What follows belongs to an exercise in optimizing a design on an open flow for small area; a production flow would make more cautious choices. Function was checked by simulation only, so behaviour that the tests miss may differ from the original. Power and IR drop assume default switching activity. No driver is modelled on the clock port, so clocking that relies on it looks cheaper here than on a real chip.

Setup of gamma:
==> module motu_p2_rx, before the edit <==
module motu_p2_rx (
    input  wire       clk,
    input  wire       rst,         
    input  wire [3:0] cfg_nin,     
    input  wire       in_valid,
    output reg        in_ready,
    input  wire [7:0] in_data,
    input  wire       in_sop,      
    output wire       dl_valid,
    input  wire       dl_ready,
    output wire [3:0] dl_port,
    output wire [7:0] dl_data,
    output wire       dl_last,
    output reg        rp_valid,
    output wire [1:0] rp_code,     
    output wire [7:0] rp_arg
);
    localparam [2:0] S_CLR   = 3'd0,    
                     S_WAIT  = 3'd1,
                     S_SEL   = 3'd2,
                     S_DATA  = 3'd3,
                     S_RS2   = 3'd4,    
                     S_FIXED = 3'd5,
                     S_SYSEX = 3'd6,
                     S_DLV   = 3'd7;    
    reg  [2:0] state;
    reg  [3:0] sel_port;
    reg  [6:0] len;         
    reg  [1:0] rem;         
    reg  [5:0] ph;          
    reg  [3:0] ph9;         
    reg        rp_kind;     
    reg        obv;
    reg  [7:0] ob;
    reg  [7:0] mr  [0:63];
    reg  [6:0] lr  [0:8];
    wire [6:0] lr_tap = lr[8];
    wire [7:0] cur_last = (lr_tap == 7'd0) ? 8'h00 : {1'b1, ~lr_tap};
    wire [7:0] b      = in_data;
    wire       ign    = in_sop || (b == 8'hFF);
    wire       al9    = (ph9 == sel_port);
    wire       alw    = (ph == len[5:0]);             
    wire       alr    = (ph[3:0] == len[3:0]);        
    function [1:0] cls;
        input [7:0] c;
        begin
            if (c == 8'hF0)                               cls = 2'd0;
            else if (c == 8'hF5)                          cls = 2'd1;
            else if (c[7] == 1'b0 || c[6] == 1'b0 || c[7:4] == 4'hE) cls = 2'd3;
            else                                          cls = 2'd2;
        end
    endfunction
    function [1:0] slen;
        input [7:0] c;
        begin
            if (c[7:4] == 4'hC || c[7:4] == 4'hD)         slen = 2'd2;
            else if (c[7:4] != 4'hF)                      slen = 2'd3;
            else if (c == 8'hF1 || c == 8'hF2 || c == 8'hF3) slen = 2'd2;
            else                                          slen = 2'd1;
        end
    endfunction
    always @(*) begin
        case (state)
            S_WAIT, S_SEL:           in_ready = 1'b1;
            S_DATA:                  in_ready = al9 && !(in_valid && !in_sop && !b[7]);
            S_RS2, S_FIXED, S_SYSEX: in_ready = alw;
            default:                 in_ready = 1'b0;
        endcase
    end
    wire take   = in_valid && in_ready;
    wire feed   = take && !ign;
    wire start  = (state == S_DATA) && in_valid && al9 && !ign;
    wire app    = start || (feed && (state == S_RS2 || state == S_FIXED || state == S_SEL ||
                                     (state == S_SYSEX && !len[6])));
    wire [7:0] wdata = (start && !b[7]) ? cur_last : b;
    wire       lwe  = start && b[7];
    wire [6:0] lins = (state == S_CLR) ? 7'd0 : (lwe ? ~b[6:0] : lr_tap);
    wire       xfer  = obv && dl_ready;
    wire       ld    = (state == S_DLV) && alr && (!obv || (dl_ready && !dl_last));
    reg  [7:0] tap;
    always @(*) begin
        case (len[5:4] - ph[5:4])
            2'd0: tap = mr[63];
            2'd1: tap = mr[47];
            2'd2: tap = mr[31];
            default: tap = mr[15];
        endcase
    end
    integer i;
    always @(posedge clk) begin
        mr[0] <= app ? wdata : mr[63];
        for (i = 1; i < 64; i = i + 1)
            mr[i] <= mr[i-1];
        lr[0] <= lins;
        for (i = 1; i < 9; i = i + 1)
            lr[i] <= lr[i-1];
    end
    always @(posedge clk) begin
        if (rst) begin
            state    <= S_CLR;
            ph9      <= 4'd0;
            obv      <= 1'b0;
            rp_valid <= 1'b0;
        end else begin
            ph9      <= (ph9 == 4'd8) ? 4'd0 : ph9 + 4'd1;
            rp_valid <= 1'b0;
            case (state)
                S_CLR: if (ph9 == 4'd8) state <= S_WAIT;
                S_WAIT: if (feed && b == 8'hF5) state <= S_SEL;
                S_SEL: if (feed) begin
                    if (b >= {4'd0, cfg_nin}) begin
                        rp_valid <= 1'b1;
                        rp_kind  <= 1'b1;
                        state    <= S_WAIT;
                    end else begin
                        sel_port <= b[3:0];
                        state    <= S_DATA;
                    end
                end
                S_DATA: if (start) begin
                    len <= 7'd1;
                    if (!b[7]) begin
                        rem   <= cls(cur_last);
                        state <= S_RS2;
                    end else if (b == 8'hF5) begin
                        state <= S_SEL;
                    end else if (b == 8'hF0) begin
                        rem   <= 2'd0;
                        state <= S_SYSEX;
                    end else begin
                        rem <= slen(b);
                        if (slen(b) == 2'd1) begin
                            len   <= 7'd0;
                            state <= S_DLV;
                        end else begin
                            state <= S_FIXED;
                        end
                    end
                end
                S_RS2: if (feed) begin
                    len <= 7'd2;
                    case (rem)
                        2'd0: state <= S_SYSEX;
                        2'd1: state <= S_SEL;
                        2'd2: begin len <= 7'd0; state <= S_DLV; end
                        default: state <= S_FIXED;
                    endcase
                end
                S_FIXED: if (feed) begin
                    len <= len + 7'd1;
                    if (len[1:0] + 2'd1 == rem) begin
                        len   <= 7'd0;
                        state <= S_DLV;
                    end
                end
                S_SYSEX: if (feed) begin
                    if (len[6]) begin
                        rp_valid <= 1'b1;
                        rp_kind  <= 1'b0;
                        state    <= S_WAIT;
                    end else begin
                        len <= len + 7'd1;
                        if (b == 8'hF7) begin
                            len   <= 7'd0;
                            state <= S_DLV;
                        end
                    end
                end
                S_DLV: begin
                    if (ld) begin
                        obv <= 1'b1;
                        len <= len + 7'd1;
                    end else if (xfer) begin
                        obv <= 1'b0;
                        if (dl_last) state <= S_DATA;
                    end
                end
                default: ;
            endcase
        end
        ph   <= start ? 6'd1 : ph + 6'd1;
        if (ld) ob <= tap;
    end
    assign dl_valid = obv;
    assign dl_port  = sel_port;
    assign dl_data  = ob;
    assign dl_last  = (rem == 2'd0) ? (ob == 8'hF7) : (len[1:0] == rem);
    assign rp_code  = {rp_kind, !rp_kind};
    assign rp_arg   = rp_kind ? mr[0] : {4'd0, sel_port};
endmodule
Settings: LEC_CHECK=0, CAP_MARGIN=20, CORE_MARGIN=2, CORE_UTILIZATION=60, PLACE_DENSITY=0.7, SLEW_MARGIN=20; clock period 12.0 ns.
standard.sh (not shown) runs the stock make flow with config.mk's settings and CLKGATE_MAP_FILE= SYNTH_SCRIPT=/design/flow/synth_recipe.tcl, a recipe that flattens the netlist after the stock synthesis.
==> flow/flow/run.sh <==
#!/bin/bash
# Own layout flow: the standard flow (standard.sh) with
#  - synthesis: the standard synthesis script with an area-oriented ABC
#    recipe (flow/my_synth.tcl) and no adder-cell mapping, so adders are
#    mapped by ABC with the rest of the logic; registers are unchanged;
#  - a leaner clock tree: sink clusters of up to 35 flip-flops driven by
#    clkbuf_16 and no dummy loads;
#  - the smallest buffer (buf_1) on the ports.
# All make/tool output goes to flow_make.log here; ORFS's per-step logs stay
# under orfs/logs/.
set -euo pipefail
export FLOW_SYNTH_TCL="$PWD/synth_recipe.tcl"
bash standard.sh \
  "SYNTH_SCRIPT=$PWD/flow/my_synth.tcl" \
  "ADDER_MAP_FILE=" \
  "CTS_ARGS=-sink_clustering_enable -repair_clock_nets -dont_use_dummy_load -buf_list sky130_fd_sc_hd__clkbuf_16 -sink_clustering_size 35 -sink_clustering_max_diameter 80" \
  "BUFFER_PORTS_ARGS=-buffer_cell sky130_fd_sc_hd__buf_1" \
  finish > flow_make.log 2>&1
==> flow/flow/my_synth.tcl <==
# The standard synthesis (synth_recipe.tcl, sourced unchanged), with only the
# combinational mapping changed: ABC restructures the logic for size
# (&deepsyn, 240 s) and maps it for area (two rounds of choice networks and
# area-oriented mapping) instead of ORFS's delay-oriented script with
# buffering and upsizing. Registers are mapped and named exactly as in the
# standard synthesis, since ABC only sees the logic between them.
proc abc {args} {
  set i [lsearch -exact $args -script]
  if { $i >= 0 } {
    set args [lreplace $args $i [expr { $i + 1 }] \
      -script "+strash;&get,-n;&deepsyn,-T,240;&put;dch,-f;map,-a;strash;dch,-f;map,-a;topo"]
  }
  yosys abc {*}$args
}
source $::env(FLOW_SYNTH_TCL)
#### Input delta (delta over gamma)
--- a/flow/design.v
+++ b/flow/design.v
@@ -26,5 +26,5 @@
     reg  [2:0] state;
     reg  [3:0] sel_port;
-    reg  [6:0] len;         
+    reg  [5:0] len;         
     reg  [1:0] rem;         
     reg  [5:0] ph;          
@@ -36,9 +36,9 @@
     reg  [6:0] lr  [0:8];
     wire [6:0] lr_tap = lr[8];
-    wire [7:0] cur_last = (lr_tap == 7'd0) ? 8'h00 : {1'b1, ~lr_tap};
+    wire [7:0] cur_last = (lr_tap == 6'd0) ? 8'h00 : {1'b1, ~lr_tap};
     wire [7:0] b      = in_data;
     wire       ign    = in_sop || (b == 8'hFF);
     wire       al9    = (ph9 == sel_port);
-    wire       alw    = (ph == len[5:0]);             
+    wire       alw    = (ph == len);                  
     wire       alr    = (ph[3:0] == len[3:0]);        
     function [1:0] cls;
@@ -72,8 +72,8 @@
     wire start  = (state == S_DATA) && in_valid && al9 && !ign;
     wire app    = start || (feed && (state == S_RS2 || state == S_FIXED || state == S_SEL ||
-                                     (state == S_SYSEX && !len[6])));
+                                     (state == S_SYSEX && len != 6'd0)));
     wire [7:0] wdata = (start && !b[7]) ? cur_last : b;
     wire       lwe  = start && b[7];
-    wire [6:0] lins = (state == S_CLR) ? 7'd0 : (lwe ? ~b[6:0] : lr_tap);
+    wire [6:0] lins = (state == S_CLR) ? 6'd0 : (lwe ? ~b[6:0] : lr_tap);
     wire       xfer  = obv && dl_ready;
     wire       ld    = (state == S_DLV) && alr && (!obv || (dl_ready && !dl_last));
@@ -119,5 +119,5 @@
                 end
                 S_DATA: if (start) begin
-                    len <= 7'd1;
+                    len <= 6'd1;
                     if (!b[7]) begin
                         rem   <= cls(cur_last);
@@ -131,5 +131,5 @@
                         rem <= slen(b);
                         if (slen(b) == 2'd1) begin
-                            len   <= 7'd0;
+                            len   <= 6'd0;
                             state <= S_DLV;
                         end else begin
@@ -139,28 +139,28 @@
                 end
                 S_RS2: if (feed) begin
-                    len <= 7'd2;
+                    len <= 6'd2;
                     case (rem)
                         2'd0: state <= S_SYSEX;
                         2'd1: state <= S_SEL;
-                        2'd2: begin len <= 7'd0; state <= S_DLV; end
+                        2'd2: begin len <= 6'd0; state <= S_DLV; end
                         default: state <= S_FIXED;
                     endcase
                 end
                 S_FIXED: if (feed) begin
-                    len <= len + 7'd1;
+                    len <= len + 6'd1;
                     if (len[1:0] + 2'd1 == rem) begin
-                        len   <= 7'd0;
+                        len   <= 6'd0;
                         state <= S_DLV;
                     end
                 end
                 S_SYSEX: if (feed) begin
-                    if (len[6]) begin
+                    if (len == 6'd0) begin    
                         rp_valid <= 1'b1;
                         rp_kind  <= 1'b0;
                         state    <= S_WAIT;
                     end else begin
-                        len <= len + 7'd1;
+                        len <= len + 6'd1;
                         if (b == 8'hF7) begin
-                            len   <= 7'd0;
+                            len   <= 6'd0;
                             state <= S_DLV;
                         end
@@ -170,5 +170,5 @@
                     if (ld) begin
                         obv <= 1'b1;
-                        len <= len + 7'd1;
+                        len <= len + 6'd1;
                     end else if (xfer) begin
                         obv <= 1'b0;
## What came out
Per the comparison of delta with gamma, switching portion of total power neither gained nor lost much, global routing usage on met1 lost 0.24 points, final cell utilization of the core neither gained nor lost much, minimum setup slack in the final design picked up an extra 0.065 ns. Comparing number of cells after detailed placement for delta and gamma, the smaller number came from delta. There was hardly any difference in synthesis-to-layout area growth between delta and gamma. Synthesized instance count was lower in the run labelled delta. Changes observed in delta relative to gamma: routed wire length -230 um, share of the cycle needed by the critical path after routing went down by 0.54 points.

## static timing again, ports no longer ideal
In the flow no input, the clock included, has a driving cell. The finished layouts below were timed again as built, in two steps. Step 1 (the two cells are an assumption about what drives the block):
set clk [get_ports {clk}]
set_driving_cell -lib_cell sky130_fd_sc_hd__clkbuf_16 $clk
set_driving_cell -lib_cell sky130_fd_sc_hd__buf_2 [delete_from_list [all_inputs] $clk]
Step 2 times the ports against the registers' clock, not the clock port: input delays grow and output delays shrink by t, the midpoint of the rising clock arrivals with the driver on. a / b / c = no drivers / after step 1 / after step 2; a / b = the first two.
run	shift t [ns]	setup WS [ns]	worst setup path after step 2	cell pins on the clock port's net
gamma	0.566	6.321 / 6.299 / 6.299	input to output	1
delta	0.560	6.386 / 6.365 / 6.365	input to output	1
After both steps setup and hold are still met in every run listed. For gamma, which loses most, drivers alone change the setup slack by -0.022 ns; drivers and shift together by -0.022 ns.
